Background: an optimization exercise with open tools, aiming at small area, a short achievable clock period and few clock cycles per item. Do not read the settings as production practice.
At most, simulation tests tie the RTL to the original design; equivalence was not proved.

the reference run:
==> flow/design.v <==
module harp_clockdec (
    input  wire        clk,
    input  wire        rst,               
    input  wire [23:0] cfg_sample_rate,   
    input  wire [15:0] cfg_baud,          
    input  wire        in_valid,
    output wire        in_ready,
    input  wire [31:0] in_time,           
    input  wire        in_state,          
    output wire        out_valid,
    output wire [31:0] out_local,         
    output wire [31:0] out_value,         
    output wire [1:0]  out_status         
);
    reg  [23:0] sr;
    reg  [15:0] baud;
    always @(posedge clk) begin
        sr   <= cfg_sample_rate;
        baud <= cfg_baud;
    end
    reg [8:0]  G;
    reg [4:0]  u;
    reg        rdy;
    reg        r0_v;
    reg [32:0] r0_d;         
    reg        r0_hp;        
    reg        r0_lvl;       
    assign in_ready = rdy;
    wire accept = in_valid && rdy;
    reg        have_prev;
    reg [31:0] prev_time;
    wire [32:0] in_d = {1'b0, in_time} - {1'b0, prev_time};
    reg        prev_state;
    reg        in_range;
    wire [22:0] d_pos = r0_d[22:0];
    wire        neg   = r0_d[32];
    wire        r0_hnz = |r0_d[31:23];       
    wire        r0_hno = ~&r0_d[31:23];      
    wire        boundary = !neg && (r0_hnz || (d_pos > {1'b0, sr[23:1]}));
    wire [22:0] m      = d_pos ^ {23{neg}};
    wire [30:0] m_x    = {m, 8'd0};
    wire [22:0] m_l4   = u[4] ? {8'd0, m_x[30:16]} : m_x[22:0];
    wire [14:0] m_l3   = u[3] ? m_l4[22:8] : m_l4[14:0];
    wire [10:0] m_l2   = u[2] ? m_l3[14:4] : m_l3[10:0];
    wire [8:0]  m_l1   = u[1] ? m_l2[10:2] : m_l2[8:0];
    wire [7:0]  m_ext  = u[0] ? m_l1[8:1]  : m_l1[7:0];
    reg  [22:0] hi_mask;
    integer q;
    always @(*)
        for (q = 0; q < 23; q = q + 1)
            hi_mask[q] = (q >= u);
    wire        s0_ovf = neg ? (r0_hno || (d_pos == 23'd0))
                             : (|(m & hi_mask));
    reg        r1_iv, r1_bnd, r1_cls, r1_neg, r1_ovf, r1_lvl;
    reg [22:0] r1_m;
    reg [7:0]  r1_msh;
    reg        r1_t31;       
    reg  [16:0] y;           
    integer i;
    always @(*) begin
        y = 17'd0;
        for (i = 0; i < 9; i = i + 1)
            y = y + ({9'd0, r1_msh & {8{G[i]}}} << i);
    end
    wire [4:0]  y_ip = y[16:12];
    wire [11:0] y_f  = y[11:0];
    wire        amb  = (y_f[11:8] == 4'd5) || (y_f[11:8] == 4'd6) || (y_f[11:8] == 4'd7) ||
                       (y_f == 12'h800);
    wire        s1_slow = r1_iv && (r1_neg ? !r1_ovf : (r1_ovf || amb));
    reg        r2_iv, r2_bnd, r2_cls, r2_neg, r2_ovf, r2_lvl, r2_slow;
    reg [4:0]  r2_ip;
    reg        r2_rnd;       
    reg [2:0]  r2_tx;
    reg [22:0] r2_m;         
    wire [31:0] r2_time = {r2_tx, r2_rnd, r2_ip, r2_m};
    localparam [2:0] E_IDLE = 3'd0, E_INIT = 3'd1, E_DIV = 3'd2, E_RUN = 3'd3,
                     E_EVAL = 3'd4, E_READY = 3'd5, E_ZERO = 3'd6;
    reg [2:0]  e_st;
    reg [26:0] acc;
    reg [5:0]  e_n;          
    reg [5:0]  cur;
    reg [4:0]  w;            
    wire [6:0] ej_s  = {1'b0, cur} + {2'd0, w};
    wire [5:0] ej    = (ej_s > 7'd39) ? 6'd39 : ej_s[5:0];
    reg        n_bit;        
    wire       stall = r2_iv && r2_slow && (e_st != E_READY);
    wire       adv   = !stall;
    wire [6:0]  nj    = {ej, 1'b0} - 7'd1;                  
    wire        t_bit = r2_m[22];
    wire [5:0]  e_n1  = e_n - 6'd1;
    wire        n_nxt = (e_st == E_RUN && e_n1 < 6'd7) ? nj[e_n1[2:0]] : 1'b0;
    reg  [26:0] e_a;
    reg         e_bs, e_ba;   
    reg         e_z;          
    always @(*) begin
        e_ba = 1'b0;
        case (e_st)
            E_INIT:  begin e_a = {11'd0, baud}; e_bs = 1'b1; end
            E_DIV:   begin e_a = {26'd0, t_bit}; e_bs = !acc[26]; e_ba = acc[26]; end
            default: begin
                e_a = (r2_neg && e_z) ? (t_bit ? {9'd0, baud, 2'b0} : {10'd0, baud, 1'b0})
                                      : (t_bit ? {10'd0, baud, 1'b0} : 27'd0);
                e_bs = n_bit;
            end
        endcase
    end
    wire [26:0] acc2  = (e_st == E_INIT) ? 27'd0 : {acc[25:0], 1'b0};
    wire [26:0] e_b   = e_bs ? ~{3'd0, sr} : e_ba ? {3'd0, sr} : 27'd0;
    wire [26:0] e_sum = acc2 + e_a + e_b + {26'd0, e_bs};
    wire        e_neg = e_sum[26];
    wire        e_sat = (acc[26:24] != 3'b000) && (acc[26:24] != 3'b111);
    wire        a_zero = (acc == 27'd0);
    wire        e_ge   = (!acc[26] && !a_zero) || (a_zero && !ej[0]);
    wire [5:0]  cur_0  = r2_neg ? 6'd0 : r2_ovf ? 6'd16 : {1'b0, r2_ip};
    wire [4:0]  w_0    = (r2_ovf && !r2_neg) ? 5'b10000 : 5'b00001;
    wire        e_done_now = (e_st == E_EVAL) && w[0];
    reg [5:0]  bc_len;       
    reg        bc_fault;
    reg [31:0] bc_val;       
    wire [5:0]  k_w      = r2_slow ? cur : {1'b0, r2_ip};
    wire        k_c      = !r2_slow && r2_rnd;
    wire        go2      = r2_iv && adv;
    wire [5:0]  base_len = bc_len;
    wire [6:0]  end_len  = {1'b0, base_len} + {1'b0, k_w} + {6'd0, k_c};
    wire        wr       = go2 && !r2_neg;
    wire        base_fault_n = bc_fault || (r2_slow ? (cur != 6'd0) : r2_ovf);
    reg  [31:0] val_next;
    integer n;
    always @(*) begin
        for (n = 0; n < 32; n = n + 1) begin
            if (wr && ({1'b0, base_len} <= (1 + 10 * (n / 8) + (n % 8))) &&
                      (end_len > (1 + 10 * (n / 8) + (n % 8))))
                val_next[n] = r2_lvl;
            else
                val_next[n] = bc_val[n];
        end
    end
    reg [31:0] bc_local;     
    assign out_valid  = r2_bnd && r2_cls;
    assign out_local  = bc_local;
    assign out_status = bc_fault ? 2'd1 : (bc_len != 6'd39) ? 2'd2 : 2'd0;
    assign out_value  = (!bc_fault && bc_len == 6'd39) ? bc_val : 32'd0;
    wire pre      = (e_st == E_INIT) || (e_st == E_ZERO) || (e_st == E_DIV);
    wire pre_n    = (e_st == E_INIT) || (e_st == E_ZERO) || (e_st == E_DIV && !G[7]);
    wire c0       = r0_v && adv && (!pre || !r0_hp);   
    wire r0_v_n   = accept || (r0_v && !c0);
    wire s0_tok   = c0 && r0_hp;
    wire s0_bnd   = s0_tok && boundary;
    wire s0_cls   = s0_bnd && in_range;
    wire stall_n  = (adv ? s1_slow : (r2_iv && r2_slow)) &&
                    !((e_st == E_READY && !adv) || e_done_now);
    always @(posedge clk) begin
        if (rst) begin
            rdy        <= 1'b0;
            r0_v       <= 1'b0;
            have_prev  <= 1'b0;
            in_range   <= 1'b0;
            r1_iv <= 1'b0; r1_bnd <= 1'b0;
            r2_iv <= 1'b0; r2_bnd <= 1'b0;
            e_st       <= E_INIT;
            G          <= 9'd0;
            u          <= 5'd0;
        end else begin
            if (accept)
                r0_v <= 1'b1;
            else if (c0)
                r0_v <= 1'b0;
            if (accept)
                have_prev <= 1'b1;
            if (s0_bnd)
                in_range <= 1'b1;
            if (adv) begin
                r1_iv  <= s0_tok && !boundary;
                r1_bnd <= s0_bnd;
                r2_iv  <= r1_iv;
                r2_bnd <= r1_bnd;
            end
            rdy  <= pre_n ? !r0_v_n : !stall_n;
            case (e_st)
                E_INIT: begin
                    e_st <= e_neg ? E_DIV : E_ZERO;
                    e_n  <= 6'd16;
                end
                E_ZERO: begin
                    e_st <= E_DIV;
                    e_n  <= 6'd0;
                end
                E_DIV: begin
                    e_n <= e_n + 6'd1;
                    G   <= {G[7:0], !e_neg};
                    if (G[7]) begin
                        e_st <= E_IDLE;
                        u    <= (e_n < 6'd19) ? 5'd0 : e_n[4:0] - 5'd19;
                    end
                end
                E_IDLE: begin
                    e_n <= 6'd22;
                    if (r2_iv && r2_slow)
                        e_st <= E_RUN;
                end
                E_RUN: begin
                    e_n <= e_n - 6'd1;
                    if (e_n == 6'd0)
                        e_st <= E_EVAL;
                end
                E_EVAL: begin
                    e_n  <= 6'd22;
                    e_st <= w[0] ? E_READY : E_RUN;
                end
                E_READY: begin
                    if (adv)
                        e_st <= E_IDLE;
                end
                default: e_st <= E_IDLE;
            endcase
        end
    end
    always @(posedge clk) begin
        if (accept) begin
            r0_d       <= in_d;
            r0_hp      <= have_prev;
            r0_lvl     <= prev_state;
            prev_time  <= in_time;
            prev_state <= in_state;
        end
        if (adv) begin
            r1_cls <= s0_cls;
            r1_neg <= neg;
            r1_ovf <= s0_ovf;
            r1_m   <= boundary ? prev_time[22:0]  : m;
            r1_msh <= boundary ? prev_time[30:23] : m_ext;
            r1_t31 <= prev_time[31];
            r1_lvl <= r0_lvl;
            r2_cls  <= r1_cls; r2_neg <= r1_neg; r2_ovf <= r1_ovf; r2_lvl <= r1_lvl;
            r2_slow <= s1_slow;
            r2_tx   <= {r1_t31, r1_msh[7:6]};
            r2_rnd  <= r1_bnd ? r1_msh[5]   : y_f[11];
            r2_ip   <= r1_bnd ? r1_msh[4:0] : y_ip;
        end
        if (r2_bnd)
            bc_local <= r2_time;
        n_bit <= n_nxt;
        e_z   <= (e_st == E_RUN) && (e_n == 6'd1);
        case (e_st)
            E_INIT: begin
                acc  <= e_sum;
                r2_m <= 23'd0;
            end
            E_ZERO: begin
                acc  <= 27'd0;
                r2_m <= {baud, 7'd0};
            end
            E_DIV: begin
                acc  <= e_sum;
                r2_m <= {r2_m[21:0], 1'b0};
            end
            E_RUN: begin
                if (!e_sat)
                    acc <= e_sum;
                r2_m  <= {r2_m[21:0], r2_m[22]};
            end
            E_EVAL: begin
                acc   <= 27'd0;
                if (e_ge)
                    cur <= ej;
                w     <= {1'b0, w[4:1]};
            end
            default: begin
                acc   <= 27'd0;
                cur   <= cur_0;
                w     <= w_0;
                if (adv)
                    r2_m <= r1_m;
            end
        endcase
        if (r2_bnd)
            bc_fault <= 1'b0;
        else if (go2 && r2_neg)
            bc_fault <= base_fault_n;
        bc_val <= val_next;
        if (r2_bnd)
            bc_len <= 6'd0;
        else if (wr)
            bc_len <= (end_len > 7'd39) ? 6'd39 : end_len[5:0];
    end
endmodule
clock: 10.0 ns
lec_check: 0
abc_clock_period_in_ps: 4000
cap_margin: 20
core_margin: 2
core_utilization: 55
cts_cluster_diameter: 120
cts_cluster_size: 24
setup_slack_margin: 5.0
slew_margin: 20
run.sh (not shown) runs the stock make flow with config.mk's settings and CLKGATE_MAP_FILE= SYNTH_SCRIPT=/design/flow/synth_recipe.tcl, a recipe that flattens the netlist after the stock synthesis.
Testbench counts of the reference run, summed over its fixed seeds: cycles 7,663, transitions 7,479.
What the trial run does differently from the reference run at the input level:
--- a/flow/design.v
+++ b/flow/design.v
@@ -70,9 +70,9 @@
     reg        r2_iv, r2_bnd, r2_cls, r2_neg, r2_ovf, r2_lvl, r2_slow;
     reg [4:0]  r2_ip;
     reg        r2_rnd;       
-    reg [2:0]  r2_tx;
+    reg [8:0]  r2_tx;        
     reg [22:0] r2_m;         
-    wire [31:0] r2_time = {r2_tx, r2_rnd, r2_ip, r2_m};
+    wire [31:0] r2_time = {r2_tx, r2_m};
     localparam [2:0] E_IDLE = 3'd0, E_INIT = 3'd1, E_DIV = 3'd2, E_RUN = 3'd3,
                      E_EVAL = 3'd4, E_READY = 3'd5, E_ZERO = 3'd6;
     reg [2:0]  e_st;
@@ -233,9 +233,9 @@
             r1_lvl <= r0_lvl;
             r2_cls  <= r1_cls; r2_neg <= r1_neg; r2_ovf <= r1_ovf; r2_lvl <= r1_lvl;
             r2_slow <= s1_slow;
-            r2_tx   <= {r1_t31, r1_msh[7:6]};
-            r2_rnd  <= r1_bnd ? r1_msh[5]   : y_f[11];
-            r2_ip   <= r1_bnd ? r1_msh[4:0] : y_ip;
+            r2_tx   <= {r1_t31, r1_msh};
+            r2_rnd  <= y_f[11];
+            r2_ip   <= y_ip;
         end
         if (r2_bnd)
             bc_local <= r2_time;
## What came out
Diff the trial run..the reference run | hold slack | negligible
The trial run has aggregate routed wire length above what the reference run had.
Diff the reference run -> the trial run: utilization essentially unchanged; met3 demand-to-capacity share in global routing decreased 1.1 points.
When the trial run is set beside the reference run, its horizontal die dimension turns out to be 0.55% larger.
Comparing the trial run and the reference run, the higher critical path depth is on the reference run.
Compared with the reference run, the router placed more vias in the trial run.
There was hardly any difference in global-route usage between the trial run and the reference run.
Going from the reference run to the trial run, clock buffer instance count of the final layout was more or less identical, non-clock buffer count down 2, post-layout minimum cycle time increased 0.036 ns.
Function not checked in the trial run: the RTL went through the layout flow alone.

-- afterwards: timing with drivers on the ports --
No port has a modelled driver above. Below, the same layouts with a new extraction and two added sets of constraints. Step 1 (the two cells are an assumption about what drives the block):
set clk [get_ports {clk}]
set_driving_cell -lib_cell sky130_fd_sc_hd__clkbuf_16 $clk
set_driving_cell -lib_cell sky130_fd_sc_hd__buf_2 [delete_from_list [all_inputs] $clk]
Step 2 times the ports against the registers' clock, not the clock port: input delays grow and output delays shrink by t, the midpoint of the rising clock arrivals with the driver on. a / b / c = ideal ports / drivers / drivers and shift; a / b = the first two.
run | t, ns | setup slack, ns | worst register clock-pin slew, ns
the reference run | 0.587 | 5.210 / 5.210 / 4.690 | 0.11 / 0.11
the trial run | 0.578 | 5.175 / 5.175 / 4.830 | 0.11 / 0.11
After both steps setup and hold are still met in every run listed. For the reference run, which loses most, drivers alone change the setup slack by 0.000 ns; drivers and shift together by -0.520 ns.
